Context: an optimization exercise on an open-source flow, tuned for small area, a short achievable clock period and few clock cycles. The choices shown serve that exercise and are no tape-out recipe.
Where RTL was checked, it was by simulation tests only, not by an equivalence proof against the original.
The RTL of run 4 was laid out without a check of its function.

File: design.v
module css_t1 (
    input  wire [7:0] a,
    output wire [7:0] t1
);
    wire x07 = a[7] ^ (a[5] | a[4]);
    wire x11 = a[1] & a[0];
    wire x12 = a[2] ^ x11;
    wire x14 = a[6] ^ (a[5] & a[4]);
    wire x18 = a[3] ^ x11;
    wire x21 = a[5] & ~a[4];
    assign t1[0] = ~x18;
    assign t1[1] = ~x14;
    assign t1[2] = (~a[5] | (t1[0] & (~a[6] | a[4]))) & (a[6] | x18 | x21);
    assign t1[3] = (a[3] | x14) ^ (a[1] & (~a[0] | x14));
    assign t1[4] = ~x12;
    assign t1[5] = ~x07;
    assign t1[6] = (a[2] | x07) ^ (a[0] & (~a[1] | x07));
    assign t1[7] = (t1[4] | a[7] | x21) & (~a[7] | ~a[5] | a[4]) & (a[4] | x12);
endmodule
module css_disckey (
    input  wire        clk,
    input  wire        rst,         
    input  wire        start,
    output wire        ready,
    output wire [8:0]  slot_addr,
    input  wire [39:0] slot_data,
    output wire        done,
    output wire        found,
    output wire [39:0] disc_key
);
    localparam [15:0] KL0_0 = 16'hDFDC;
    localparam [15:0] KL0_1 = 16'hDDFE;
    localparam [15:0] KL0_2 = 16'h7701;
    localparam [15:0] KL0_3 = 16'h3D3C;
    localparam [15:0] KL0_4 = 16'h6779;
    localparam [15:0] KL0_5 = 16'hCB55;
    localparam [15:0] KL0_6 = 16'hB240;
    localparam [15:0] KL0_7 = 16'h02FC;
    localparam [15:0] KL0_8 = 16'h75B3;
    localparam [15:0] KL0_9 = 16'hD75F;
    localparam [15:0] KL0_10 = 16'hB941;
    localparam [15:0] KL0_11 = 16'h2581;
    localparam [15:0] KL0_12 = 16'hC5DC;
    localparam [15:0] KL0_13 = 16'h148F;
    localparam [15:0] KL0_14 = 16'hD020;
    localparam [15:0] KL0_15 = 16'h2811;
    localparam [15:0] KL0_16 = 16'h8F1A;
    localparam [15:0] KL0_17 = 16'h95F6;
    localparam [15:0] KL0_18 = 16'h4E29;
    localparam [15:0] KL0_19 = 16'hC0B9;
    localparam [15:0] KL0_20 = 16'h88C2;
    localparam [15:0] KL0_21 = 16'h5CF6;
    localparam [15:0] KL0_22 = 16'hEFED;
    localparam [15:0] KL0_23 = 16'hF5C0;
    localparam [15:0] KL0_24 = 16'hEF95;
    localparam [15:0] KL0_25 = 16'h34A9;
    localparam [15:0] KL0_26 = 16'h104F;
    localparam [15:0] KL0_27 = 16'h7470;
    localparam [15:0] KL0_28 = 16'hE7E4;
    localparam [15:0] KL0_29 = 16'hCB7E;
    localparam [15:0] KL0_30 = 16'hCC9E;
    localparam [15:0] KL0_31 = 16'hA6C5;
    localparam [15:0] KL0_32 = 16'h9850;
    localparam [15:0] KL0_33 = 16'hC4EA;
    localparam [15:0] KL0_34 = 16'h0E38;
    localparam [15:0] KL0_35 = 16'h9CAC;
    localparam [15:0] KL0_36 = 16'h1DB9;
    localparam [15:0] KL0_37 = 16'hFC9F;
    localparam [15:0] KL0_38 = 16'h8A6F;
    localparam [15:0] KL0_39 = 16'h0A04;
    localparam [15:0] KL1_0 = 16'h7879;
    localparam [15:0] KL1_1 = 16'h8CBD;
    localparam [15:0] KL1_2 = 16'h0853;
    localparam [15:0] KL1_3 = 16'h7E72;
    localparam [15:0] KL1_4 = 16'h0FFC;
    localparam [15:0] KL1_5 = 16'hA18D;
    localparam [15:0] KL1_6 = 16'h9479;
    localparam [15:0] KL1_7 = 16'h2BC6;
    localparam [15:0] KL1_8 = 16'h9137;
    localparam [15:0] KL1_9 = 16'hCA3B;
    localparam [15:0] KL1_10 = 16'h404B;
    localparam [15:0] KL1_11 = 16'h63E8;
    localparam [15:0] KL1_12 = 16'h8C08;
    localparam [15:0] KL1_13 = 16'h536D;
    localparam [15:0] KL1_14 = 16'h07FE;
    localparam [15:0] KL1_15 = 16'h7F46;
    localparam [15:0] KL1_16 = 16'h7089;
    localparam [15:0] KL1_17 = 16'hF4A7;
    localparam [15:0] KL1_18 = 16'h1C95;
    localparam [15:0] KL1_19 = 16'h9BEB;
    localparam [15:0] KL1_20 = 16'h80A5;
    localparam [15:0] KL1_21 = 16'h4D8A;
    localparam [15:0] KL1_22 = 16'h9FBE;
    localparam [15:0] KL1_23 = 16'hFFE6;
    localparam [15:0] KL1_24 = 16'hE402;
    localparam [15:0] KL1_25 = 16'h3377;
    localparam [15:0] KL1_26 = 16'hE044;
    localparam [15:0] KL1_27 = 16'h0B81;
    localparam [15:0] KL1_28 = 16'h7B77;
    localparam [15:0] KL1_29 = 16'h6A1F;
    localparam [15:0] KL1_30 = 16'h22FE;
    localparam [15:0] KL1_31 = 16'hC342;
    localparam [15:0] KL1_32 = 16'hE410;
    localparam [15:0] KL1_33 = 16'h2788;
    localparam [15:0] KL1_34 = 16'h7725;
    localparam [15:0] KL1_35 = 16'hB767;
    localparam [15:0] KL1_36 = 16'h3BE3;
    localparam [15:0] KL1_37 = 16'h6110;
    localparam [15:0] KL1_38 = 16'h8F9E;
    localparam [15:0] KL1_39 = 16'hCF0D;
    wire [15:0] qoh_w;
    wire [39:0] kp_tab0 = {|(KL0_39 & qoh_w), |(KL0_38 & qoh_w), |(KL0_37 & qoh_w), |(KL0_36 & qoh_w), |(KL0_35 & qoh_w), |(KL0_34 & qoh_w), |(KL0_33 & qoh_w), |(KL0_32 & qoh_w), |(KL0_31 & qoh_w), |(KL0_30 & qoh_w), |(KL0_29 & qoh_w), |(KL0_28 & qoh_w), |(KL0_27 & qoh_w), |(KL0_26 & qoh_w), |(KL0_25 & qoh_w), |(KL0_24 & qoh_w), |(KL0_23 & qoh_w), |(KL0_22 & qoh_w), |(KL0_21 & qoh_w), |(KL0_20 & qoh_w), |(KL0_19 & qoh_w), |(KL0_18 & qoh_w), |(KL0_17 & qoh_w), |(KL0_16 & qoh_w), |(KL0_15 & qoh_w), |(KL0_14 & qoh_w), |(KL0_13 & qoh_w), |(KL0_12 & qoh_w), |(KL0_11 & qoh_w), |(KL0_10 & qoh_w), |(KL0_9 & qoh_w), |(KL0_8 & qoh_w), |(KL0_7 & qoh_w), |(KL0_6 & qoh_w), |(KL0_5 & qoh_w), |(KL0_4 & qoh_w), |(KL0_3 & qoh_w), |(KL0_2 & qoh_w), |(KL0_1 & qoh_w), |(KL0_0 & qoh_w)};
    wire [39:0] kp_tab1 = {|(KL1_39 & qoh_w), |(KL1_38 & qoh_w), |(KL1_37 & qoh_w), |(KL1_36 & qoh_w), |(KL1_35 & qoh_w), |(KL1_34 & qoh_w), |(KL1_33 & qoh_w), |(KL1_32 & qoh_w), |(KL1_31 & qoh_w), |(KL1_30 & qoh_w), |(KL1_29 & qoh_w), |(KL1_28 & qoh_w), |(KL1_27 & qoh_w), |(KL1_26 & qoh_w), |(KL1_25 & qoh_w), |(KL1_24 & qoh_w), |(KL1_23 & qoh_w), |(KL1_22 & qoh_w), |(KL1_21 & qoh_w), |(KL1_20 & qoh_w), |(KL1_19 & qoh_w), |(KL1_18 & qoh_w), |(KL1_17 & qoh_w), |(KL1_16 & qoh_w), |(KL1_15 & qoh_w), |(KL1_14 & qoh_w), |(KL1_13 & qoh_w), |(KL1_12 & qoh_w), |(KL1_11 & qoh_w), |(KL1_10 & qoh_w), |(KL1_9 & qoh_w), |(KL1_8 & qoh_w), |(KL1_7 & qoh_w), |(KL1_6 & qoh_w), |(KL1_5 & qoh_w), |(KL1_4 & qoh_w), |(KL1_3 & qoh_w), |(KL1_2 & qoh_w), |(KL1_1 & qoh_w), |(KL1_0 & qoh_w)};
    reg         busy;
    reg  [8:0]  addr_r;       
    reg         pres_val;     
    reg         pres_bub;     
    reg  [15:0] qoh;          
    reg         kodd;         
    reg         s0_ver, s0_val, s0_bub, s0_end, s0_last;
    reg         s1_ver;
    reg         v1, n1, l1, v2, n2, l2, v3, n3, l3, v4, n4, l4;   
    reg  [8:0]  s4;           
    reg         adv;          
    reg         pend1;        
    reg  [8:0]  slot1;        
    reg         rp1, rp2, rp3, rp4;   
    reg         done_r, found_r;
    reg  [39:0] vc;           
    reg  [4:0]  r4e0, r4e1;   
    assign qoh_w = qoh;
    wire [39:0] kp0 = kp_tab0;
    wire [39:0] kp1 = kp_tab1;
    wire [39:0] e = slot_data;
    wire [39:0] te;
    genvar g;
    generate
        for (g = 0; g < 5; g = g + 1) begin : g_t1e
            css_t1 u (.a(e[8*g +: 8]), .t1(te[8*g +: 8]));
        end
    endgenerate
    wire [39:0] base = {te[39:8] ^ e[31:0], te[7:0]};
    wire [39:0] dd0, c20, c21, c30;
    wire [4:0]  eq0, eq1;
    css_lane u_l0 (.clk(clk), .kp(kp0), .base(base), .vc(vc), .c3in(kodd ? c21 : c20),
                   .dd(dd0), .c2(c20), .c3(c30), .eqb(eq0));
    css_lane u_l1 (.clk(clk), .kp(kp1), .base(base), .vc(vc), .c3in(c21),
                   .dd(),    .c2(c21), .c3(),    .eqb(eq1));
    wire        hit0  = v4 && (&r4e0);
    wire        hit1  = v4 && (&r4e1);
    wire        rep   = !rp1 && !rp2 && !rp3 && !rp4 && !done_r && v4 && (hit0 || (n4 && (pend1 || hit1)));
    wire        nf    = !done_r && v4 && n4 && l4 && !hit0 && !hit1 && !pend1;
    wire [15:0] q4    = adv ? {1'b0, qoh[15:1]} : qoh;
    always @(posedge clk) begin
        r4e0 <= eq0;
        r4e1 <= eq1;
        if (s1_ver) vc <= dd0;
        if (hit1 && !pend1) slot1 <= s4;
    end
    always @(posedge clk) begin
        if (rst) begin
            busy     <= 1'b0;
            addr_r   <= 9'd0;
            pres_val <= 1'b0;
            pres_bub <= 1'b0;
            qoh      <= 16'd0;
            kodd     <= 1'b0;
            s0_ver   <= 1'b0;
            s1_ver   <= 1'b0;
            s0_val   <= 1'b0;
            s0_bub   <= 1'b0;
            s0_end   <= 1'b0;
            s0_last  <= 1'b0;
            v1 <= 1'b0; n1 <= 1'b0; l1 <= 1'b0;
            v2 <= 1'b0; n2 <= 1'b0; l2 <= 1'b0;
            v3 <= 1'b0; n3 <= 1'b0; l3 <= 1'b0;
            v4 <= 1'b0; n4 <= 1'b0; l4 <= 1'b0;
            s4       <= 9'd1;
            adv      <= 1'b0;
            pend1    <= 1'b0;
            rp1      <= 1'b0;
            rp2      <= 1'b0;
            rp3      <= 1'b0;
            rp4      <= 1'b0;
            done_r   <= 1'b0;
            found_r  <= 1'b0;
        end else begin
            done_r  <= rp4 || nf;
            found_r <= rp4;
            rp2     <= rp1;
            rp3     <= rp2;
            rp4     <= rp3;
            rp1     <= 1'b0;
            s0_ver  <= 1'b0;
            s1_ver  <= s0_ver;
            s0_val  <= pres_val;
            s0_bub  <= pres_bub;
            s0_end  <= pres_val && (addr_r == 9'd408);
            s0_last <= qoh[15];
            v1 <= s0_val; n1 <= s0_end; l1 <= s0_last;
            v2 <= v1;     n2 <= n1;     l2 <= l1;
            v3 <= v2;     n3 <= n2;     l3 <= l2;
            v4 <= v3;     n4 <= n3;     l4 <= l3;
            if (s0_ver) qoh <= 16'd1;
            if (s0_bub) qoh <= {qoh[14:0], 1'b0};
            if (s0_bub) adv <= 1'b1;
            if (v4) s4 <= n4 ? 9'd1 : s4 + 9'd1;
            if (v4 && n4) adv <= 1'b0;
            if (hit1) pend1 <= 1'b1;
            if (v4 && n4) pend1 <= 1'b0;
            if (pres_val) begin
                if (addr_r == 9'd408) begin
                    pres_val <= 1'b0;
                    pres_bub <= !qoh[15];
                end else begin
                    addr_r <= addr_r + 9'd1;
                end
            end else if (pres_bub) begin
                pres_bub <= 1'b0;
                pres_val <= 1'b1;
                addr_r   <= 9'd1;
            end
            if (!busy) begin
                if (start) begin
                    busy     <= 1'b1;
                    s0_ver   <= 1'b1;
                    pres_val <= 1'b1;
                    pres_bub <= 1'b0;
                    addr_r   <= 9'd1;
                    qoh      <= 16'd0;
                    kodd     <= 1'b0;
                    s4       <= 9'd1;
                    adv      <= 1'b0;
                    pend1    <= 1'b0;
                end
            end else if (done_r) begin
                busy     <= 1'b0;
                addr_r   <= 9'd0;
                pres_val <= 1'b0;
                pres_bub <= 1'b0;
                s0_val   <= 1'b0;
                s0_bub   <= 1'b0;
                s0_end   <= 1'b0;
                v1 <= 1'b0; v2 <= 1'b0; v3 <= 1'b0; v4 <= 1'b0;
                n1 <= 1'b0; n2 <= 1'b0; n3 <= 1'b0; n4 <= 1'b0;
                pend1    <= 1'b0;
            end else if (rep) begin
                rp1      <= 1'b1;
                addr_r   <= hit0 ? s4 : (pend1 ? slot1 : s4);
                qoh      <= q4;
                kodd     <= !hit0;
                pres_val <= 1'b0;
                pres_bub <= 1'b0;
                s0_val   <= 1'b0;
                s0_bub   <= 1'b0;
                s0_end   <= 1'b0;
                v1 <= 1'b0; v2 <= 1'b0; v3 <= 1'b0; v4 <= 1'b0;
                n1 <= 1'b0; n2 <= 1'b0; n3 <= 1'b0; n4 <= 1'b0;
                pend1    <= 1'b0;
            end
        end
    end
    assign ready     = !busy;
    assign slot_addr = addr_r;
    assign done      = done_r;
    assign found     = found_r;
    assign disc_key  = c30;
endmodule
module css_lane (
    input  wire        clk,
    input  wire [39:0] kp,      
    input  wire [39:0] base,    
    input  wire [39:0] vc,      
    input  wire [39:0] c3in,    
    output wire [39:0] dd,      
    output wire [39:0] c2,      
    output wire [39:0] c3,      
    output wire [4:0]  eqb      
);
    reg  [39:0] r1;           
    reg  [39:0] r2;           
    reg  [39:0] r3s;          
    reg  [4:1]  r3y;          
    reg  [39:0] r3c;          
    genvar g;
    wire [39:0] d1 = kp ^ base;
    assign dd = {r1[39:8], r1[7:0] ^ r1[39:32]};
    wire [39:0] td;
    generate
        for (g = 0; g < 5; g = g + 1) begin : g_t1d
            css_t1 u (.a(dd[8*g +: 8]), .t1(td[8*g +: 8]));
        end
    endgenerate
    wire [39:0] cand = kp ^ td ^ {dd[31:0], 8'd0};
    wire [39:0] ka, kb;
    css_ks u_ks (.ck(r2), .a(ka), .b(kb));
    wire [8:0]  bs [0:4];     
    generate
        for (g = 0; g < 5; g = g + 1) begin : g_bs
            assign bs[g] = {1'b0, ka[8*g +: 8]} + {1'b0, kb[8*g +: 8]};
        end
    endgenerate
    wire [31:0] g0 = ka[31:0] & kb[31:0];
    wire [31:0] p0 = ka[31:0] ^ kb[31:0];
    wire [15:0] g1, p1;
    wire [7:0]  g2, p2;
    wire [3:0]  g3, p3;
    generate
        for (g = 0; g < 16; g = g + 1) begin : g_l1
            assign g1[g] = g0[2*g+1] | (p0[2*g+1] & g0[2*g]);
            assign p1[g] = p0[2*g+1] & p0[2*g];
        end
        for (g = 0; g < 8; g = g + 1) begin : g_l2
            assign g2[g] = g1[2*g+1] | (p1[2*g+1] & g1[2*g]);
            assign p2[g] = p1[2*g+1] & p1[2*g];
        end
        for (g = 0; g < 4; g = g + 1) begin : g_l3
            assign g3[g] = g2[2*g+1] | (p2[2*g+1] & g2[2*g]);
            assign p3[g] = p2[2*g+1] & p2[2*g];
        end
    endgenerate
    wire [4:1] by;            
    assign by[1] = g3[0];
    assign by[2] = g3[1] | (p3[1] & g3[0]);
    assign by[3] = g3[2] | (p3[2] & g3[1]) | (p3[2] & p3[1] & g3[0]);
    assign by[4] = (g3[3] | (p3[3] & g3[2])) | ((p3[3] & p3[2]) & (g3[1] | (p3[1] & g3[0])));
    wire [39:0] bsum = {bs[4][7:0], bs[3][7:0], bs[2][7:0], bs[1][7:0], bs[0][7:0]};
    wire [4:1] y = r3y;
    wire [39:0] kv;
    assign kv[7:0] = r3s[7:0];
    generate
        for (g = 1; g < 5; g = g + 1) begin : g_inc
            assign kv[8*g +: 8] = r3s[8*g +: 8] + {7'd0, y[g]};
        end
    endgenerate
    wire [39:0] dv;
    assign dv[39:8] = kv[39:8] ^ vc[39:8];
    assign dv[7:0]  = kv[7:0] ^ kv[39:32] ^ vc[7:0];
    wire [39:0] tv;
    generate
        for (g = 0; g < 5; g = g + 1) begin : g_t1v
            css_t1 u (.a(dv[8*g +: 8]), .t1(tv[8*g +: 8]));
        end
    endgenerate
    wire [39:0] want = kv ^ {dv[31:0], 8'd0} ^ r3c;    
    generate
        for (g = 0; g < 5; g = g + 1) begin : g_eq
            css_eq8 u (.a(tv[8*g +: 8]), .b(want[8*g +: 8]), .eq(eqb[g]));
        end
    endgenerate
    assign c2 = r2;
    assign c3 = r3c;
    always @(posedge clk) begin
        r1  <= d1;
        r2  <= cand;
        r3s <= bsum;
        r3y <= by;
        r3c <= c3in;
    end
endmodule
module css_eq8 (
    input  wire [7:0] a,
    input  wire [7:0] b,
    output wire       eq
);
    assign eq = (a == b);
endmodule
module css_ks (
    input  wire [39:0] ck,
    output wire [39:0] a,
    output wire [39:0] b
);
    wire x40 = ck[2] ^ ck[12];
    wire x41 = ck[1] ^ ck[11];
    wire x42 = ck[0] ^ ck[10];
    wire x43 = ck[9] ^ ck[15];
    wire x44 = ck[8] ^ ck[14];
    wire x45 = ck[7] ^ x40;
    wire x46 = ck[6] ^ x41;
    wire x47 = ck[4] ^ x43;
    wire x48 = ck[5] ^ x42;
    wire x49 = ck[3] ^ x44;
    wire x50 = ck[13] ^ x48;
    wire x51 = x45 ^ x47;
    wire x52 = x46 ^ x49;
    wire x53 = ck[26] ^ ck[35];
    wire x54 = ck[36] ^ ck[39];
    wire x55 = ck[19] ^ ck[28];
    wire x56 = ck[20] ^ ck[29];
    wire x57 = ck[21] ^ ck[30];
    wire x58 = ck[22] ^ ck[31];
    wire x59 = ck[23] ^ ck[27];
    wire x60 = ck[23] ^ ck[32];
    wire x61 = ck[24] ^ ck[33];
    wire x62 = ck[25] ^ ck[34];
    wire x63 = ck[27] ^ ck[30];
    wire x64 = ck[13] ^ x52;
    wire x65 = ck[18] ^ ck[25];
    wire x66 = ck[26] ^ ck[29];
    wire x67 = ck[32] ^ ck[36];
    wire x68 = ck[33] ^ ck[37];
    wire x69 = ck[34] ^ ck[38];
    wire x70 = ck[22] ^ x53;
    wire x71 = ck[28] ^ x56;
    wire x72 = ck[31] ^ x60;
    wire x73 = ck[35] ^ x54;
    wire x74 = ck[0] ^ ck[13];
    wire x75 = ck[1] ^ ck[14];
    wire x76 = ck[2] ^ ck[15];
    wire x77 = ck[16] ^ ck[17];
    wire x78 = ck[16] ^ ck[24];
    wire x79 = ck[16] ^ ck[31];
    wire x80 = ck[17] ^ ck[18];
    wire x81 = ck[17] ^ ck[24];
    wire x82 = ck[28] ^ ck[34];
    wire x83 = ck[29] ^ ck[35];
    wire x84 = ck[13] ^ x42;
    wire x85 = ck[19] ^ x60;
    wire x86 = ck[20] ^ x61;
    wire x87 = ck[21] ^ x62;
    wire x88 = ck[25] ^ x81;
    wire x89 = ck[27] ^ x55;
    wire x90 = ck[33] ^ x57;
    wire x91 = ck[34] ^ x58;
    wire x92 = x53 ^ x69;
    wire x93 = x54 ^ x59;
    wire x94 = x57 ^ x66;
    wire x95 = x58 ^ x63;
    wire x96 = x59 ^ x78;
    wire x97 = x61 ^ x67;
    wire x98 = x62 ^ x68;
    wire x99 = x70 ^ x93;
    wire x100 = ck[27] ^ x73;
    wire x101 = ck[35] ^ x72;
    wire x102 = ck[30] ^ x91;
    wire x103 = ck[29] ^ x90;
    wire x104 = ck[32] ^ x71;
    wire x105 = ck[31] ^ x89;
    wire x106 = ck[26] ^ x63;
    wire x107 = x65 ^ x66;
    wire x108 = ck[28] ^ x88;
    wire x109 = ck[38] ^ x70;
    wire x110 = x87 ^ x109;
    wire x111 = ck[37] ^ x86;
    wire x112 = x87 ^ x111;
    wire x113 = ck[36] ^ x85;
    wire x114 = x86 ^ x113;
    wire x115 = ck[35] ^ x58;
    wire x116 = x85 ^ x115;
    wire x117 = ck[18] ^ x57;
    wire x118 = x91 ^ x117;
    wire x119 = x56 ^ x80;
    wire x120 = x90 ^ x119;
    wire x121 = ck[32] ^ x55;
    wire x122 = x56 ^ x77;
    wire x123 = x121 ^ x122;
    wire x124 = x55 ^ x79;
    wire x125 = x73 ^ x124;
    wire x126 = ck[18] ^ ck[30];
    wire x127 = x54 ^ x69;
    wire x128 = x126 ^ x127;
    wire x129 = ck[38] ^ x68;
    wire x130 = x80 ^ x83;
    wire x131 = x129 ^ x130;
    wire x132 = ck[37] ^ x67;
    wire x133 = x77 ^ x82;
    wire x134 = x132 ^ x133;
    wire x135 = ck[33] ^ ck[39];
    wire x136 = x79 ^ x135;
    wire x137 = ck[32] ^ ck[38];
    wire x138 = x63 ^ x137;
    wire x139 = x73 ^ x138;
    wire x140 = ck[29] ^ ck[31];
    wire x141 = ck[37] ^ x140;
    wire x142 = x92 ^ x141;
    wire x143 = ck[28] ^ ck[30];
    wire x144 = ck[36] ^ x143;
    wire x145 = x98 ^ x144;
    wire x146 = ck[27] ^ x83;
    wire x147 = x97 ^ x146;
    wire x148 = x53 ^ x82;
    wire x149 = x72 ^ x148;
    wire x150 = ck[33] ^ x62;
    wire x151 = x95 ^ x150;
    wire x152 = ck[32] ^ x61;
    wire x153 = x94 ^ x152;
    wire x154 = ck[25] ^ x71;
    wire x155 = x72 ^ x154;
    wire x156 = ck[24] ^ x55;
    wire x157 = x95 ^ x156;
    wire x158 = x59 ^ x94;
    wire x159 = ck[22] ^ ck[26];
    wire x160 = x65 ^ x159;
    wire x161 = x71 ^ x160;
    wire x162 = ck[21] ^ x88;
    wire x163 = x89 ^ x162;
    wire x164 = ck[20] ^ ck[26];
    wire x165 = x96 ^ x164;
    wire x166 = ck[19] ^ x65;
    wire x167 = x99 ^ x166;
    wire x168 = ck[15] ^ x40;
    wire x169 = ck[14] ^ x41;
    wire x170 = x40 ^ x43;
    wire x171 = x41 ^ x44;
    wire x172 = x43 ^ x45;
    wire x173 = x44 ^ x46;
    wire x174 = ck[2] ^ x50;
    wire x175 = ck[1] ^ x51;
    wire x176 = ck[0] ^ x52;
    wire x177 = ck[15] ^ x50;
    wire x178 = ck[14] ^ x51;
    wire x179 = x40 ^ x50;
    wire x180 = x41 ^ x51;
    wire x181 = x42 ^ x52;
    wire x182 = x43 ^ x50;
    wire x183 = x44 ^ x51;
    wire x184 = x45 ^ x50;
    wire x185 = x46 ^ x51;
    wire x186 = x48 ^ x52;
    wire x187 = x47 ^ x50;
    wire x188 = x49 ^ x51;
    wire x189 = ck[2] ^ ck[13];
    wire x190 = x52 ^ x189;
    wire x191 = ck[1] ^ x45;
    wire x192 = x50 ^ x191;
    wire x193 = ck[0] ^ x46;
    wire x194 = x51 ^ x193;
    wire x195 = x48 ^ x76;
    wire x196 = x52 ^ x195;
    wire x197 = x47 ^ x75;
    wire x198 = x50 ^ x197;
    wire x199 = x49 ^ x74;
    wire x200 = x51 ^ x199;
    wire x201 = ck[12] ^ ck[13];
    wire x202 = ck[15] ^ x201;
    wire x203 = x52 ^ x202;
    wire x204 = ck[11] ^ ck[14];
    wire x205 = x45 ^ x204;
    wire x206 = x50 ^ x205;
    wire x207 = ck[10] ^ ck[13];
    wire x208 = x46 ^ x207;
    wire x209 = x51 ^ x208;
    assign a[0] = x100;
    assign a[1] = x92;
    assign a[2] = x98;
    assign a[3] = x97;
    assign a[4] = x101;
    assign a[5] = x102;
    assign a[6] = x103;
    assign a[7] = x104;
    assign a[8] = x105;
    assign a[9] = ~x106;
    assign a[10] = x107;
    assign a[11] = x108;
    assign a[12] = x96;
    assign a[13] = x99;
    assign a[14] = x110;
    assign a[15] = x112;
    assign a[16] = x114;
    assign a[17] = ~x116;
    assign a[18] = ~x118;
    assign a[19] = x120;
    assign a[20] = x123;
    assign a[21] = ~x125;
    assign a[22] = ~x128;
    assign a[23] = x131;
    assign a[24] = x134;
    assign a[25] = x136;
    assign a[26] = x139;
    assign a[27] = x142;
    assign a[28] = x145;
    assign a[29] = x147;
    assign a[30] = x149;
    assign a[31] = x151;
    assign a[32] = x153;
    assign a[33] = x155;
    assign a[34] = x157;
    assign a[35] = ~x158;
    assign a[36] = x161;
    assign a[37] = x163;
    assign a[38] = ~x165;
    assign a[39] = x167;
    assign b[0] = x76;
    assign b[1] = x75;
    assign b[2] = x74;
    assign b[3] = x168;
    assign b[4] = x169;
    assign b[5] = x84;
    assign b[6] = x170;
    assign b[7] = x171;
    assign b[8] = ~x84;
    assign b[9] = x172;
    assign b[10] = x173;
    assign b[11] = ~x50;
    assign b[12] = x51;
    assign b[13] = x52;
    assign b[14] = ~x174;
    assign b[15] = x175;
    assign b[16] = x176;
    assign b[17] = ~x177;
    assign b[18] = x178;
    assign b[19] = x64;
    assign b[20] = ~x179;
    assign b[21] = x180;
    assign b[22] = x181;
    assign b[23] = ~x182;
    assign b[24] = x183;
    assign b[25] = ~x64;
    assign b[26] = ~x184;
    assign b[27] = x185;
    assign b[28] = x186;
    assign b[29] = ~x187;
    assign b[30] = x188;
    assign b[31] = ~x190;
    assign b[32] = ~x192;
    assign b[33] = x194;
    assign b[34] = x196;
    assign b[35] = ~x198;
    assign b[36] = x200;
    assign b[37] = ~x203;
    assign b[38] = ~x206;
    assign b[39] = x209;
endmodule
File: flow/run.sh
#!/bin/bash
set -euo pipefail
export BUFFER_PORTS_ARGS="-buffer_cell sky130_fd_sc_hd__buf_2"
bash standard.sh > standard.log 2>&1
File: standard.sh
#!/bin/bash
# synth_recipe.tcl (not shown) runs the flow's synth.tcl, then flattens the netlist and writes it again
# the make line also repeats each setting of config.mk as NAME=value (left out here)
make -C /OpenROAD-flow-scripts/flow DESIGN_CONFIG=/design/flow/config.mk WORK_HOME=/design/flow/orfs CLKGATE_MAP_FILE= SYNTH_SCRIPT=/design/flow/synth_recipe.tcl "${@:-finish}"
File: config.mk
export PLATFORM = sky130hd
export DESIGN_NAME = css_disckey
export DESIGN_NICKNAME = css_disckey
export VERILOG_FILES = /design/flow/design.v
export SDC_FILE = /design/flow/constraint.sdc
export NUM_CORES = 4
export LEC_CHECK = 0
export CAP_MARGIN = 20
export CORE_MARGIN = 2
export CORE_UTILIZATION = 50
export PLACE_DENSITY = 0.7
export SETUP_SLACK_MARGIN = 3.0
export SLEW_MARGIN = 20
export SYNTH_HIERARCHICAL = 1
export SYNTH_MINIMUM_KEEP_SIZE = 100
File: constraint.sdc
create_clock -name core_clock -period 6.0 [get_ports {clk}]
set_input_delay 1.2000 -clock core_clock [delete_from_list [all_inputs] [get_ports {clk}]]
set_output_delay 1.2000 -clock core_clock [all_outputs]
set_load 0.01 [all_outputs]
==> out/metrics.csv, run 1 <==
metric,value,unit
status,"complete, no violations",
end_kind,register,
timing.final.crit_share,54.6,%
relSlewSlack,21.6,%
drcViolationCount,0,
fillers,5693,
grt_pass1_wl,154,mm
cts_tree,built,
die-area,0.0668,mm2
synth_nets,3539,
finalHoldViolations,0,
skew,0.0289,ns
grtUsageTotal,31.4,%
clock-sinks,451,
area_growth,11.6,%
wl_per_cell,25.2,um
fmax,0.305,GHz
maxCapViolations,0,
pin_count,95,
r2r_start,u_l0.r2[39]$_DFF_P_,
critPathTopFamily,compound AO/OA/AOI/OAI gates,
die_w,258,um
ant_nets,0,
clk_pin_slew_worst_paths,0.06,ns
slew_violations,0,
final_nets,3524,
critPathBufInv,0,
initial_core_util,50.4,%
ys_warn_count,8,
io_buffers,94,
fin_crit,3.28,ns
reg2reg_to,u_l0.r3y[4]$_DFF_P_,
path_depth,13,
grt_overflow_total,0,
worstPathCellList,xor2_4 > xnor2_2 > xnor2_2 > ha_2 > fa_2 > a21o_1 > a21oi_2 > o21bai_1 > a21oi_2 > o21ai_2 > a211o_1 > a221o_1 > a221o_1,
max_stage_delay,0.38,ns
synthCells,3389,
wl,108,mm
dieHeight,258,um
holdCritPathClass,reg2reg,
drtIter0Drc,2247,
place_area,0.0324,mm2
grt_max_degree,42,
crit_arrival,3.77,ns
cts.htree.levels,2,
clock_path_buffers,3,
cts.root.buffer_cell,clkbuf_16,
fin_cells,4271,
antenna_found_initial,8,
rows,93,
dp_hpwl,87.2,mm
clk_latency,0.63,ns
start_kind,register,
final_area,0.0361,mm2
cts_buffers,50,
routed_via_density,5.67,
coreArea,0.0642,mm2
path_class,reg2reg,
num_vias,24200,
critPathSlowestCell,a221o_1,
drive_above_1_share,18.8,%
r2r_setup_slack,2.72,ns
finalSetupViolCount,0,
gp_congestion,1.04,
postCtsHoldBufs,0,
grt_pass1_vias,23000,
grt_setup_unrepaired,yes,
numPlacedInstances,4087,
crit_required,6.49,ns
mappedNetlistArea,0.0324,mm2
critPathLaunch,u_l0.r2[39]$_DFF_P_,
crit_path_end,u_l0.r3y[4]$_DFF_P_,
firstDrtPassIters,5,
holdWs,0.397,ns
tns,0,ns
worstMarginPinSlew,1.17,ns
postSynthAreaPerCell,9.55,um2
rr_worst_depth,13,
worstPathMaxFanout,3,
## final cells by class
cell class                      count  area (um2)  area share [%]
Tap cell                          855        1070            2.96
Sequential cell                   451        9690            26.8
Clock buffer                       59        1310            3.61
Timing Repair Buffer              198        1270            3.52
Antenna cell                        1        2.50         0.00693
Multi-Input combinational cell   2548       21800            60.5
Clock inverter                     34         468            1.30
Inverter                          125         479            1.33
## per-layer routing
layer / wire [um] / GRT usage [%]
met3: 8090 / 5.75
met1: 46100 / 42.2
met4: 5480 / 13.5
met5: 7 / 0
met2: 47900 / 49.6
## flip-flops by register name, summed over array words and instances (netlist names), 4 cells and up
register,flops
u_l1.r2,40
u_l1.r3s,40
u_l0.r2,40
u_l1.r3c,40
s4,9
u_l1.r1,40
slot1,9
u_l0.r1,40
r4e1,5
vc,40
u_l1.r3y,4
addr_r,9
u_l0.r3s,40
qoh,16
r4e0,5
u_l0.r3y,4
u_l0.r3c,40
## through the flow
step	util (%)	setup WS (ns)
after global placement	50.4	2.33
after global routing	56.2	2.62
final	56.2	2.72
after CTS	54.5	2.71
after detailed placement	50.4	2.25
after floorplan	-	2.58
## timing repair
action	in CTS	in global routing
gates resized for setup	140	129
setup buffers	34	56
pin swaps	35	64
setup endpoints to repair	34	33
## worst min path at each step
stage	cells past startpoint	slack [ns]	start	endpoint
floorplan	0	0.34	u_l1.r2[0]$_DFF_P_	u_l1.r3c[0]$_DFF_P_
global placement	0	0.39	u_l1.r2[6]$_DFF_P_	u_l1.r3c[6]$_DFF_P_
detailed placement	0	0.40	u_l1.r2[6]$_DFF_P_	u_l1.r3c[6]$_DFF_P_
CTS	0	0.39	u_l1.r2[6]$_DFF_P_	u_l1.r3c[6]$_DFF_P_
global route	0	0.40	u_l1.r2[6]$_DFF_P_	u_l1.r3c[6]$_DFF_P_
finish	0	0.40	u_l1.r2[6]$_DFF_P_	u_l1.r3c[6]$_DFF_P_
## layout by cell type (no fill, tap or decap), types with 13 or more instances in the layout
cell type and instances:
a211oi_2 14, a21o_1 28, a21oi_1 135, a21oi_2 20
and2_1 20, and3_1 28, buf_2 94, buf_4 101
clkbuf_16 50, dfxtp_1 332, dfxtp_2 37, dfxtp_4 33
edfxtp_1 49, ha_1 79, inv_1 119, mux2_2 57
mux2i_1 35, nand2_1 126, nand2b_1 27, nand3_1 65
nand4_1 40, nor2_1 174, nor2b_1 38, nor3_1 54
nor3b_1 23, nor4_1 16, o211ai_1 13, o21a_1 21
o21ai_0 93, o21bai_1 25, o22ai_1 33, or2_2 14
or3_1 15, xnor2_1 659, xnor2_2 22, xnor2_4 21
xnor3_1 48, xnor3_2 22, xor2_1 302, xor2_2 26
Testbench counts, summed over its fixed seeds: cycles 138,914.
==> run 2: changes to the inputs <==
--- a/config.mk
+++ b/config.mk
@@ -12,4 +12,3 @@
 export SETUP_SLACK_MARGIN = 3.0
 export SLEW_MARGIN = 20
 export SYNTH_HIERARCHICAL = 1
-export SYNTH_MINIMUM_KEEP_SIZE = 100
==> run 2 against run 1 <==
  * Still clean
  * Final cell count decreased by 3.6%
  * Critical path depth fell by 3
  * Maximum frequency grew 9.8%
  * Final area shrank 4.7%
  * Worst setup slack gained 0.29 ns
  * Utilization down 1.4 points
  * Wire length shrank 10%
  * Synthesized cell count down 3.1%
  * Sequential share of layout area rose by 1.2 points
  * Critical path type unchanged
==> out/metrics.csv, run 2 <==
metric,value,unit,change
status,"complete, no violations",,
finalHoldViolations,0,,unchanged
num_vias,23900,,-1.2%
timing.final.crit_share,49.7,%,-4.9 points
postCtsHoldBufs,0,,unchanged
synthCells,3285,,-3.1%
drtIter0Drc,2710,,+21%
grt_pass1_wl,141,mm,-8.4%
grtUsageTotal,29.1,%,-2.3 points
synth_nets,3435,,-2.9%
cts_tree,built,,
antenna_found_initial,3,,-5
die_w,255,um,-1.3%
layout_setup_ws,3.02,ns,+0.291 ns
worstMarginPinSlew,1.19,ns,+0.0136 ns
final_nets,3382,,-4.0%
wl,96.8,mm,-10%
grt_setup_unrepaired,yes,,
clk_pin_slew_worst_paths,0.06,ns,about the same
clk_latency,0.60,ns,-0.03 ns
clock_path_buffers,3,,unchanged
die-area,0.0651,mm2,-2.6%
tns,0,ns,unchanged
fin_cells,4116,,-3.6%
mappedNetlistArea,0.0315,mm2,-2.6%
fin_crit,2.98,ns,-0.291 ns
rows,92,,-1.1%
slew_violations,0,,unchanged
cts.htree.levels,2,,unchanged
drive_above_1_share,16.1,%,-2.7 points
fmax,0.335,GHz,+9.8%
mostFrequentLayoutCell,xnor2_1,,
path_class,reg2reg,,
final_cell_mix,"xnor2_1, xor2_1, dfxtp_1",,
cts.root.buffer_cell,clkbuf_16,,
wl_per_cell,23.5,um,-6.6%
area_growth,9.25,%,
initial_core_util,50.2,%,-0.15 points
ys_warn_count,8,,unchanged
skew,0.0290,ns,+0.000107 ns
grt_max_degree,42,,unchanged
grt_overflow_total,0,,unchanged
finalSetupViolCount,0,,unchanged
holdWs,0.393,ns,-0.00397 ns
drcViolationCount,0,,unchanged
max_stage_delay,0.55,ns,+0.17 ns
start_kind,register,,
relSlewSlack,20.7,%,-0.88 points
gp_congestion,1.08,,+3.4%
maxCapViolations,0,,unchanged
worstPathCellList,xnor3_2 > xnor2_4 > xor2_1 > ha_4 > fa_2 > nand2_2 > a21oi_2 > o211ai_1 > o211ai_2 > a211o_1,,
dp_hpwl,76.3,mm,-13%
postSynthAreaPerCell,9.59,um2,+0.46%
io_buffers,94,,unchanged
clock-sinks,451,,unchanged
numPlacedInstances,3988,,-2.4%
hold_depth,0,,unchanged
rr_worst_depth,10,,-3
pre_cts_ws,2.51,ns,+0.254 ns
grt_pass1_vias,22300,,-3.1%
holdCritPathClass,reg2reg,,
cts_buffers,48,,-4.0%
pin_count,95,,unchanged
fillers,5439,,-4.5%
firstDrtPassIters,6,,+1
worstPathMaxFanout,7,,+4
routed_via_density,5.82,,+2.5%
coreArea,0.0627,mm2,-2.3%
critPathSlowestCell,xnor3_2,,
crit_required,6.48,ns,about the same
crit_arrival,3.46,ns,-0.31 ns
end_kind,register,,
dieHeight,255,um,-1.3%
diodes,0,,-1
ant_nets,0,,unchanged
-- run 2: changes by cell type in the layout (fill, tap and decap cells not counted), moves of 30 or more --
cell / change
a21boi_0: +43
a21oi_1: -33
buf_4: -58
inv_1: -86
nor2_1: +50
nor3_1: +30
nor3b_1: +45
o21ai_0: -46
o32ai_1: +41
xnor2_1: -84
xnor3_1: -33
xor2_1: +73
-- run 2: worst max-delay path: cells and delay by family (launching register included) --
family                     cells  cell delay [ns]
DFF                            1             0.49
xor gates and xnor gates       3             1.01
and+or+nand+nor                1             0.09
AOI/OAI and AO/OA              4             0.71
adders and majority gates      2             0.57
-- run 2: metal layers --
layer / vias up / part of all wire [%] / global-route usage [%]
met4: 0 / 6.1 / 14.8
li1: 11200 / - / -
met1: 11300 / 42 / 39.6
met2: 1139 / 43 / 44.1
met5: - / 0 / 0
met3: 287 / 8.5 / 5.38
-- run 2: area by class of cell --
type / count / area (um2) / share of cell area (%)
clock buffers: 67 / 1440 / 4.17
clock inverters: 21 / 265 / 0.770
inverters: 35 / 136 / 0.396
multi-input cells: 2559 / 21100 / 61.3
flip-flops and latches: 451 / 9630 / 28.0
well taps: 846 / 1060 / 3.07
repair buffers: 137 / 793 / 2.30
-- run 2: worst paths after layout --
kind	endpoint	slack [ns]	start
setup reg to reg	u_l0.r3y[4]$_DFF_P_	3.02	u_l0.r2[32]$_DFF_P_
hold / removal	u_l1.r3c[11]$_DFF_P_	0.39	u_l1.r2[11]$_DFF_P_
setup / recovery	u_l0.r3y[4]$_DFF_P_	3.02	u_l0.r2[32]$_DFF_P_
hold reg to reg	u_l1.r3c[11]$_DFF_P_	0.39	u_l1.r2[11]$_DFF_P_
-- run 2: repair_timing --
item / CTS / global route
setup endpoints to repair: 25 / 25
setup buffers: 10 / 30
resized for setup: 70 / 112
pin swaps: 10 / 25
-- run 2: per-stage QoR --
| step | cell area, um2 | utilization (%) |
|---|---|---|
| 2_1_floorplan | 31600 | - |
| 3_3_place_gp | 31600 | 50.4 |
| 3_5_place_dp | 31600 | 50.4 |
| 4_1_cts | 33700 | 53.7 |
| 5_1_grt | 34400 | 54.9 |
| 6_report | 34400 | 54.9 |
==> run 3: changes to the inputs <==
--- a/config.mk
+++ b/config.mk
@@ -5,10 +5,10 @@
 export SDC_FILE = /design/flow/constraint.sdc
 export NUM_CORES = 4
 export LEC_CHECK = 0
-export CAP_MARGIN = 20
+export CAP_MARGIN = 5
 export CORE_MARGIN = 2
 export CORE_UTILIZATION = 50
 export PLACE_DENSITY = 0.7
 export SETUP_SLACK_MARGIN = 3.0
-export SLEW_MARGIN = 20
+export SLEW_MARGIN = 5
 export SYNTH_HIERARCHICAL = 1
==> run 3 against run 2 <==
  * Final area did not move
  * Global-route usage did not move
  * Final cell count did not move
  * Maximum frequency did not move
  * Worst setup slack did not move
  * Flip-flop and latch count did not move
  * Synthesized cell count did not move
  * Area after synthesis did not move
==> out/metrics.csv, run 3 <==
metric,value,unit,change
crit_required,6.48,ns,about the same
cts.htree.levels,2,,unchanged
timing.final.crit_share,49.7,%,unchanged
finalHoldViolations,0,,unchanged
maxCapViolations,0,,unchanged
grt_overflow_total,0,,unchanged
relSlewSlack,20.7,%,unchanged
worstMarginPinSlew,1.19,ns,unchanged
clk_latency,0.60,ns,about the same
drcViolationCount,0,,unchanged
final_cell_mix,"xnor2_1, xor2_1, dfxtp_1",,
end_kind,register,,
dieHeight,255,um,unchanged
postCtsHoldBufs,0,,unchanged
ys_warn_count,8,,unchanged
tns,0,ns,unchanged
pin_count,95,,unchanged
coreArea,0.0627,mm2,unchanged
grt_max_degree,42,,unchanged
grt_setup_unrepaired,yes,,
status,"complete, no violations",,
wl_per_cell,23.5,um,unchanged
start_kind,register,,
grtUsageTotal,29.1,%,unchanged
mappedNetlistArea,0.0315,mm2,unchanged
slew_violations,0,,unchanged
finalSetupViolCount,0,,unchanged
cts_buffers,48,,unchanged
dp_hpwl,76.3,mm,unchanged
layout_setup_ws,3.02,ns,unchanged
place_area,0.0316,mm2,unchanged
crit_arrival,3.46,ns,about the same
drtIter0Drc,2710,,unchanged
final_area,0.0344,mm2,unchanged
rows,92,,unchanged
area_growth,9.25,%,unchanged
firstDrtPassIters,6,,unchanged
fin_crit,2.98,ns,unchanged
r2r_setup_slack,3.02,ns,about the same
fin_cells,4116,,unchanged
mostFrequentLayoutCell,xnor2_1,,
routed_via_density,5.82,,unchanged
final_nets,3382,,unchanged
skew,0.0290,ns,unchanged
postSynthAreaPerCell,9.59,um2,unchanged
diodes,0,,unchanged
drive_above_1_share,16.1,%,unchanged
io_buffers,94,,unchanged
ant_nets,0,,unchanged
die-area,0.0651,mm2,unchanged
antenna_found_initial,3,,unchanged
num_vias,23900,,unchanged
cts.root.buffer_cell,clkbuf_16,,
wl,96.8,mm,unchanged
clock_path_buffers,3,,unchanged
gp_congestion,1.08,,unchanged
path_class,reg2reg,,
clk_pin_slew_worst_paths,0.06,ns,about the same
die_w,255,um,unchanged
grt_pass1_wl,141,mm,unchanged
clock-sinks,451,,unchanged
initial_core_util,50.2,%,unchanged
pre_cts_ws,2.51,ns,unchanged
numPlacedInstances,3988,,unchanged
synth_nets,3435,,unchanged
cts_tree,built,,
grt_pass1_vias,22300,,unchanged
synthCells,3285,,unchanged
holdCritPathClass,reg2reg,,
fmax,0.335,GHz,unchanged
worstPathMaxFanout,7,,unchanged
==> run 3: cell counts in the layout (fill, tap and decap cells not counted) <==
No cell type changed its count.
==> run 3: per-stage QoR <==
stage / hold slack (ns) / util [%]
after detailed placement: 0.410 / 50.4
after floorplan: 0.341 / -
after CTS: 0.401 / 53.7
final: 0.393 / 54.9
after global placement: 0.408 / 50.4
after global routing: 0.403 / 54.9
==> run 3: critical path, cell delays in order, from the launching register on <==
cell      delay (ns)
dfxtp_2         0.49
xnor3_2         0.55
xnor2_4         0.30
xor2_1          0.16
ha_4            0.19
fa_2            0.38
nand2_2         0.09
a21oi_2         0.07
o211ai_1        0.21
o211ai_2        0.15
a211o_1         0.28
==> run 3: final cells by class <==
class,count,area (um2)
Sequential cell,451,9630
Fill cell,5439,28300
Clock buffer,67,1440
Clock inverter,21,265
Inverter,35,136
Tap cell,846,1060
Multi-Input combinational cell,2559,21100
Timing Repair Buffer,137,793
==> run 3: metal layers <==
| layer | global-route usage [%] | wire (um) | part of all wire [%] | vias to the layer above |
|---|---|---|---|---|
| met2 | 44.1 | 41700 | 43 | 1139 |
| met4 | 14.8 | 5890 | 6.1 | 0 |
| li1 | - | - | - | 11200 |
| met3 | 5.38 | 8200 | 8.5 | 287 |
| met1 | 39.6 | 41000 | 42 | 11300 |
| met5 | 0 | 0 | 0 | - |
==> run 3: final timing paths <==
| check | startpoint | to | cells after the start |
|---|---|---|---|
| hold / removal | u_l1.r2[11]$_DFF_P_ | u_l1.r3c[11]$_DFF_P_ | 0 |
| setup reg to reg | u_l0.r2[32]$_DFF_P_ | u_l0.r3y[4]$_DFF_P_ | 10 |
| hold reg to reg | u_l1.r2[11]$_DFF_P_ | u_l1.r3c[11]$_DFF_P_ | 0 |
| setup / recovery | u_l0.r2[32]$_DFF_P_ | u_l0.r3y[4]$_DFF_P_ | 10 |
==> run 3: timing repair <==
action,in CTS,in global routing
setup buffers,10,30
cloned,0,0
endpoints found under the setup margin,25,25
gates resized for setup,70,112
pin swaps,10,25
==> run 4: changes to the inputs <==
--- a/design.v
+++ b/design.v
@@ -108,8 +108,8 @@
     localparam [15:0] KL1_37 = 16'h6110;
     localparam [15:0] KL1_38 = 16'h8F9E;
     localparam [15:0] KL1_39 = 16'hCF0D;
-    wire [15:0] qoh_w;
-    wire [39:0] kp_tab0 = {|(KL0_39 & qoh_w), |(KL0_38 & qoh_w), |(KL0_37 & qoh_w), |(KL0_36 & qoh_w), |(KL0_35 & qoh_w), |(KL0_34 & qoh_w), |(KL0_33 & qoh_w), |(KL0_32 & qoh_w), |(KL0_31 & qoh_w), |(KL0_30 & qoh_w), |(KL0_29 & qoh_w), |(KL0_28 & qoh_w), |(KL0_27 & qoh_w), |(KL0_26 & qoh_w), |(KL0_25 & qoh_w), |(KL0_24 & qoh_w), |(KL0_23 & qoh_w), |(KL0_22 & qoh_w), |(KL0_21 & qoh_w), |(KL0_20 & qoh_w), |(KL0_19 & qoh_w), |(KL0_18 & qoh_w), |(KL0_17 & qoh_w), |(KL0_16 & qoh_w), |(KL0_15 & qoh_w), |(KL0_14 & qoh_w), |(KL0_13 & qoh_w), |(KL0_12 & qoh_w), |(KL0_11 & qoh_w), |(KL0_10 & qoh_w), |(KL0_9 & qoh_w), |(KL0_8 & qoh_w), |(KL0_7 & qoh_w), |(KL0_6 & qoh_w), |(KL0_5 & qoh_w), |(KL0_4 & qoh_w), |(KL0_3 & qoh_w), |(KL0_2 & qoh_w), |(KL0_1 & qoh_w), |(KL0_0 & qoh_w)};
+    wire [15:0] qoh_w, qe_w;
+    wire [39:0] kp_tab0 = {|(KL0_39 & qe_w), |(KL0_38 & qe_w), |(KL0_37 & qe_w), |(KL0_36 & qe_w), |(KL0_35 & qe_w), |(KL0_34 & qe_w), |(KL0_33 & qe_w), |(KL0_32 & qe_w), |(KL0_31 & qe_w), |(KL0_30 & qe_w), |(KL0_29 & qe_w), |(KL0_28 & qe_w), |(KL0_27 & qe_w), |(KL0_26 & qe_w), |(KL0_25 & qe_w), |(KL0_24 & qe_w), |(KL0_23 & qe_w), |(KL0_22 & qe_w), |(KL0_21 & qe_w), |(KL0_20 & qe_w), |(KL0_19 & qe_w), |(KL0_18 & qe_w), |(KL0_17 & qe_w), |(KL0_16 & qe_w), |(KL0_15 & qe_w), |(KL0_14 & qe_w), |(KL0_13 & qe_w), |(KL0_12 & qe_w), |(KL0_11 & qe_w), |(KL0_10 & qe_w), |(KL0_9 & qe_w), |(KL0_8 & qe_w), |(KL0_7 & qe_w), |(KL0_6 & qe_w), |(KL0_5 & qe_w), |(KL0_4 & qe_w), |(KL0_3 & qe_w), |(KL0_2 & qe_w), |(KL0_1 & qe_w), |(KL0_0 & qe_w)};
     wire [39:0] kp_tab1 = {|(KL1_39 & qoh_w), |(KL1_38 & qoh_w), |(KL1_37 & qoh_w), |(KL1_36 & qoh_w), |(KL1_35 & qoh_w), |(KL1_34 & qoh_w), |(KL1_33 & qoh_w), |(KL1_32 & qoh_w), |(KL1_31 & qoh_w), |(KL1_30 & qoh_w), |(KL1_29 & qoh_w), |(KL1_28 & qoh_w), |(KL1_27 & qoh_w), |(KL1_26 & qoh_w), |(KL1_25 & qoh_w), |(KL1_24 & qoh_w), |(KL1_23 & qoh_w), |(KL1_22 & qoh_w), |(KL1_21 & qoh_w), |(KL1_20 & qoh_w), |(KL1_19 & qoh_w), |(KL1_18 & qoh_w), |(KL1_17 & qoh_w), |(KL1_16 & qoh_w), |(KL1_15 & qoh_w), |(KL1_14 & qoh_w), |(KL1_13 & qoh_w), |(KL1_12 & qoh_w), |(KL1_11 & qoh_w), |(KL1_10 & qoh_w), |(KL1_9 & qoh_w), |(KL1_8 & qoh_w), |(KL1_7 & qoh_w), |(KL1_6 & qoh_w), |(KL1_5 & qoh_w), |(KL1_4 & qoh_w), |(KL1_3 & qoh_w), |(KL1_2 & qoh_w), |(KL1_1 & qoh_w), |(KL1_0 & qoh_w)};
     reg         busy;
     reg  [8:0]  addr_r;       
@@ -124,13 +124,14 @@
     reg         adv;          
     reg         pend1;        
     reg  [8:0]  slot1;        
-    reg         rp1, rp2, rp3, rp4;   
+    reg         rp1, rp2, rp3;   
     reg         done_r, found_r;
     reg  [39:0] vc;           
     reg  [4:0]  r4e0, r4e1;   
     assign qoh_w = qoh;
-    wire [39:0] kp0 = kp_tab0;
+    assign qe_w  = qoh & {16{!kodd}};
     wire [39:0] kp1 = kp_tab1;
+    wire [39:0] kp0 = kp_tab0 | (kp1 & {40{kodd}});
     wire [39:0] e = slot_data;
     wire [39:0] te;
     genvar g;
@@ -140,15 +141,13 @@
         end
     endgenerate
     wire [39:0] base = {te[39:8] ^ e[31:0], te[7:0]};
-    wire [39:0] dd0, c20, c21, c30;
+    wire [39:0] dd0, cand0;
     wire [4:0]  eq0, eq1;
-    css_lane u_l0 (.clk(clk), .kp(kp0), .base(base), .vc(vc), .c3in(kodd ? c21 : c20),
-                   .dd(dd0), .c2(c20), .c3(c30), .eqb(eq0));
-    css_lane u_l1 (.clk(clk), .kp(kp1), .base(base), .vc(vc), .c3in(c21),
-                   .dd(),    .c2(c21), .c3(),    .eqb(eq1));
+    css_lane u_l0 (.clk(clk), .kp(kp0), .base(base), .vc(vc), .dd(dd0), .c2(cand0), .eqb(eq0));
+    css_lane u_l1 (.clk(clk), .kp(kp1), .base(base), .vc(vc), .dd(),    .c2(),      .eqb(eq1));
     wire        hit0  = v4 && (&r4e0);
     wire        hit1  = v4 && (&r4e1);
-    wire        rep   = !rp1 && !rp2 && !rp3 && !rp4 && !done_r && v4 && (hit0 || (n4 && (pend1 || hit1)));
+    wire        rep   = !rp1 && !rp2 && !rp3 && !done_r && v4 && (hit0 || (n4 && (pend1 || hit1)));
     wire        nf    = !done_r && v4 && n4 && l4 && !hit0 && !hit1 && !pend1;
     wire [15:0] q4    = adv ? {1'b0, qoh[15:1]} : qoh;
     always @(posedge clk) begin
@@ -181,15 +180,13 @@
             rp1      <= 1'b0;
             rp2      <= 1'b0;
             rp3      <= 1'b0;
-            rp4      <= 1'b0;
             done_r   <= 1'b0;
             found_r  <= 1'b0;
         end else begin
-            done_r  <= rp4 || nf;
-            found_r <= rp4;
+            done_r  <= rp3 || nf;
+            found_r <= rp3;
             rp2     <= rp1;
             rp3     <= rp2;
-            rp4     <= rp3;
             rp1     <= 1'b0;
             s0_ver  <= 1'b0;
             s1_ver  <= s0_ver;
@@ -264,23 +261,22 @@
     assign slot_addr = addr_r;
     assign done      = done_r;
     assign found     = found_r;
-    assign disc_key  = c30;
+    assign disc_key  = cand0;
 endmodule
 module css_lane (
     input  wire        clk,
     input  wire [39:0] kp,      
     input  wire [39:0] base,    
     input  wire [39:0] vc,      
-    input  wire [39:0] c3in,    
     output wire [39:0] dd,      
     output wire [39:0] c2,      
-    output wire [39:0] c3,      
     output wire [4:0]  eqb      
 );
     reg  [39:0] r1;           
     reg  [39:0] r2;           
     reg  [39:0] r3s;          
-    reg  [4:1]  r3y;          
+    reg  [3:0]  r3g;          
+    reg  [3:1]  r3p;          
     reg  [39:0] r3c;          
     genvar g;
     wire [39:0] d1 = kp ^ base;
@@ -295,37 +291,19 @@
     wire [39:0] ka, kb;
     css_ks u_ks (.ck(r2), .a(ka), .b(kb));
     wire [8:0]  bs [0:4];     
+    wire [4:0]  bp;           
     generate
         for (g = 0; g < 5; g = g + 1) begin : g_bs
             assign bs[g] = {1'b0, ka[8*g +: 8]} + {1'b0, kb[8*g +: 8]};
+            assign bp[g] = &(ka[8*g +: 8] ^ kb[8*g +: 8]);
         end
     endgenerate
-    wire [31:0] g0 = ka[31:0] & kb[31:0];
-    wire [31:0] p0 = ka[31:0] ^ kb[31:0];
-    wire [15:0] g1, p1;
-    wire [7:0]  g2, p2;
-    wire [3:0]  g3, p3;
-    generate
-        for (g = 0; g < 16; g = g + 1) begin : g_l1
-            assign g1[g] = g0[2*g+1] | (p0[2*g+1] & g0[2*g]);
-            assign p1[g] = p0[2*g+1] & p0[2*g];
-        end
-        for (g = 0; g < 8; g = g + 1) begin : g_l2
-            assign g2[g] = g1[2*g+1] | (p1[2*g+1] & g1[2*g]);
-            assign p2[g] = p1[2*g+1] & p1[2*g];
-        end
-        for (g = 0; g < 4; g = g + 1) begin : g_l3
-            assign g3[g] = g2[2*g+1] | (p2[2*g+1] & g2[2*g]);
-            assign p3[g] = p2[2*g+1] & p2[2*g];
-        end
-    endgenerate
-    wire [4:1] by;            
-    assign by[1] = g3[0];
-    assign by[2] = g3[1] | (p3[1] & g3[0]);
-    assign by[3] = g3[2] | (p3[2] & g3[1]) | (p3[2] & p3[1] & g3[0]);
-    assign by[4] = (g3[3] | (p3[3] & g3[2])) | ((p3[3] & p3[2]) & (g3[1] | (p3[1] & g3[0])));
     wire [39:0] bsum = {bs[4][7:0], bs[3][7:0], bs[2][7:0], bs[1][7:0], bs[0][7:0]};
-    wire [4:1] y = r3y;
+    wire [4:1] y;
+    assign y[1] = r3g[0];
+    assign y[2] = r3g[1] | (r3p[1] & r3g[0]);
+    assign y[3] = r3g[2] | (r3p[2] & r3g[1]) | (r3p[2] & r3p[1] & r3g[0]);
+    assign y[4] = r3g[3] | (r3p[3] & r3g[2]) | (r3p[3] & r3p[2] & r3g[1]) | (r3p[3] & r3p[2] & r3p[1] & r3g[0]);
     wire [39:0] kv;
     assign kv[7:0] = r3s[7:0];
     generate
@@ -349,13 +327,13 @@
         end
     endgenerate
     assign c2 = r2;
-    assign c3 = r3c;
     always @(posedge clk) begin
         r1  <= d1;
         r2  <= cand;
         r3s <= bsum;
-        r3y <= by;
-        r3c <= c3in;
+        r3g <= {bs[3][8], bs[2][8], bs[1][8], bs[0][8]};
+        r3p <= bp[3:1];
+        r3c <= r2;
     end
 endmodule
 module css_eq8 (
--- a/config.mk
+++ b/config.mk
@@ -5,10 +5,10 @@
 export SDC_FILE = /design/flow/constraint.sdc
 export NUM_CORES = 4
 export LEC_CHECK = 0
-export CAP_MARGIN = 5
+export CAP_MARGIN = 20
 export CORE_MARGIN = 2
 export CORE_UTILIZATION = 50
 export PLACE_DENSITY = 0.7
 export SETUP_SLACK_MARGIN = 3.0
-export SLEW_MARGIN = 5
+export SLEW_MARGIN = 20
 export SYNTH_HIERARCHICAL = 1
==> run 4 against run 3 <==
  * Highest routed layer is now met5
  * Register-to-register slack worse by 0.04 ns
  * Critical path type unchanged
  * Final area is 3.5% higher
  * Wire length is 0.27% higher
  * Final cell count is 2.8% higher
  * Critical endpoint is now u_l0.r1[1]$_DFF_P_
==> out/metrics.csv, run 4 <==
metric,value,unit,change
status,"complete, no violations",,
clk_pin_slew_worst_paths,0.07,ns,about the same
grt_overflow_total,0,,unchanged
r2r_setup_slack,2.97,ns,-0.04 ns
fmax,0.330,GHz,-1.4%
start_kind,register,,
rr_worst_depth,5,,-5
postSynthAreaPerCell,9.58,um2,-0.14%
antenna_found_initial,5,,+2
maxCapViolations,0,,unchanged
clock_path_buffers,3,,unchanged
dieHeight,259,um,+1.4%
grt_pass1_wl,144,mm,+2.1%
synth_nets,3536,,+2.9%
slew_violations,0,,unchanged
crit_required,6.48,ns,about the same
cts.htree.levels,2,,unchanged
gp_congestion,1.02,,-6.0%
drcViolationCount,0,,unchanged
cts_buffers,49,,+2.1%
cts.root.buffer_cell,clkbuf_16,,
pin_count,95,,unchanged
end_kind,register,,
grt_setup_unrepaired,yes,,
min_from,u_l1.r2[5]$_DFF_P_,,
worstMarginPinSlew,1.14,ns,-0.0416 ns
final_nets,3486,,+3.1%
timing.final.crit_share,50.4,%,+0.71 points
grtUsageTotal,28.3,%,-0.81 points
mappedNetlistArea,0.0324,mm2,+2.9%
hold_depth,0,,unchanged
coreArea,0.0643,mm2,+2.6%
initial_core_util,50.4,%,+0.17 points
dp_hpwl,75.6,mm,-0.95%
clk_latency,0.62,ns,+0.02 ns
fin_crit,3.03,ns,+0.0423 ns
synthCells,3386,,+3.1%
wl,97.1,mm,+0.27%
drive_above_1_share,16.9,%,+0.83 points
area_growth,9.87,%,
mostFrequentLayoutCell,xnor2_1,,
skew,0.0303,ns,+0.00126 ns
layout_setup_ws,2.97,ns,-0.0423 ns
multi_input_area,0.0220,mm2,+4.0%
fillers,5633,,+3.6%
clock-sinks,456,,+1.1%
crit_arrival,3.51,ns,+0.05 ns
regArea,0.00971,mm2,+0.79%
final_core_util,55.4,%,+0.50 points
drtIter0Drc,2434,,-10%
path_class,reg2reg,,
num_vias,24600,,+2.7%
die-area,0.0669,mm2,+2.9%
reg2reg_to,u_l0.r1[1]$_DFF_P_,,
grt_pass1_vias,23100,,+3.6%
tns,0,ns,unchanged
finalSetupViolCount,0,,unchanged
final_cell_mix,"xnor2_1, dfxtp_1, xor2_1",,
worstPathMaxFanout,12,,+5
die_w,259,um,+1.4%
grt_max_degree,43,,+2.4%
pre_cts_ws,2.61,ns,+0.101 ns
min_to,u_l1.r3c[5]$_DFF_P_,,
rows,93,,+1.1%
finalHoldViolations,0,,unchanged
numPlacedInstances,4103,,+2.9%
ant_nets,0,,unchanged
firstDrtPassIters,6,,unchanged
routed_via_density,5.81,,about the same
r2r_start,qoh[2]$_SDFFE_PP0P_,,
io_buffers,94,,unchanged
relSlewSlack,23.0,%,+2.3 points
holdCritPathClass,reg2reg,,
ys_warn_count,8,,unchanged
diodes,0,,unchanged
cts_tree,built,,
wl_per_cell,22.9,um,-2.5%
fin_cells,4231,,+2.8%
==> run 4: cell count changes in the layout (fill, tap and decap cells not counted), moves of 9 or more <==
| cell | change |
|---|---|
| inv_1 | +58 |
| mux2_2 | -28 |
| xnor2_1 | -28 |
| xor2_2 | +25 |
| xor2_1 | -22 |
| a211oi_1 | -14 |
| dfxtp_1 | +14 |
| nor2_1 | -13 |
| nand4_1 | -9 |
==> run 4: worst max path at each step <==
stage / start / end / slack [ns] / depth (start not counted)
global placement: u_l0.r3g[0]$_DFF_P_ / r4e0[0]$_DFF_P_ / 2.62 / 13
floorplan: u_l1.r2[11]$_DFF_P_ / u_l1.r3s[38]$_DFF_P_ / 3.00 / 10
finish: qoh[2]$_SDFFE_PP0P_ / u_l0.r1[1]$_DFF_P_ / 2.97 / 5
detailed placement: u_l0.r3g[0]$_DFF_P_ / r4e0[0]$_DFF_P_ / 2.61 / 13
global route: u_l0.r3g[0]$_DFF_P_ / r4e0[3]$_DFF_P_ / 2.87 / 13
CTS: u_l1.r3g[0]$_DFF_P_ / r4e1[0]$_DFF_P_ / 2.97 / 15
==> run 4: timing repair <==
action                                  CTS  global route
pin swaps                                13            41
endpoints found under the setup margin   36            39
gates resized for setup                 102           116
hold buffers                              0             0
buffers inserted                         12            24
cloned                                    0             1
==> run 4: layout make-up <==
type	instances	area share, %
multi-input combinational	2593	61.6
sequential	456	27.2
clock buffer	65	3.92
tap	855	3.00
timing repair buffer	143	2.46
inverter	93	0.986
clock inverter	26	0.804
==> run 4: metrics by stage <==
step                      hold WS (ns)  area [um2]
after floorplan                  0.326       32400
after global placement           0.390       32500
after detailed placement         0.398       32500
after CTS                        0.401       34900
after global routing             0.405       35600
final                            0.399       35600
==> run 4: layer usage <==
layer | wire length [um] | share of wire, % | GRT usage [%]
met2 | 42900 | 44 | 44.0
met1 | 41400 | 43 | 38.9
met3 | 8140 | 8.4 | 4.51
met4 | 4630 | 4.8 | 12.1
met5 | 21 | 0.022 | 0
==> run 4: critical path: stages, from the launching register on <==
cell	delay, ns
dfxtp_1	0.51
or2_1	0.43
nor4_1	0.91
nand3_1	0.52
a2bb2oi_1	0.31
xor2_1	0.20

==> re-timing with driven ports <==
The flow's constraints put no driver on any port. The routed layouts listed below were extracted and timed again, unchanged, in two steps.
Step 1 assumes that a clkbuf_16 drives the clock port and a buf_2 every other input.
Step 2, shift: input delay + t, output delay - t, t = (earliest + latest rising clock arrival at the registers) / 2. This alone moves slack from input paths to output paths.
Slacks: no drivers / after step 1 / after step 2; pairs: no drivers / after step 1.
run | shift t [ns] | setup slack, ns | worst setup path after step 2 | clock arrival spread, ns | slew at the worst register clock pin (ns)
run 1 | 0.679 | 2.724 / 2.724 / 2.724 | register to register | 0.030 / 0.030 | 0.07 / 0.07
run 2 | 0.644 | 3.015 / 3.015 / 2.963 | input to register | 0.030 / 0.030 | 0.07 / 0.07
run 3 | 0.644 | 3.015 / 3.015 / 2.963 | input to register | 0.030 / 0.030 | 0.07 / 0.07
run 4 | 0.672 | 2.973 / 2.973 / 2.949 | input to register | 0.031 / 0.031 | 0.07 / 0.07
After both steps every run listed still meets setup and hold.
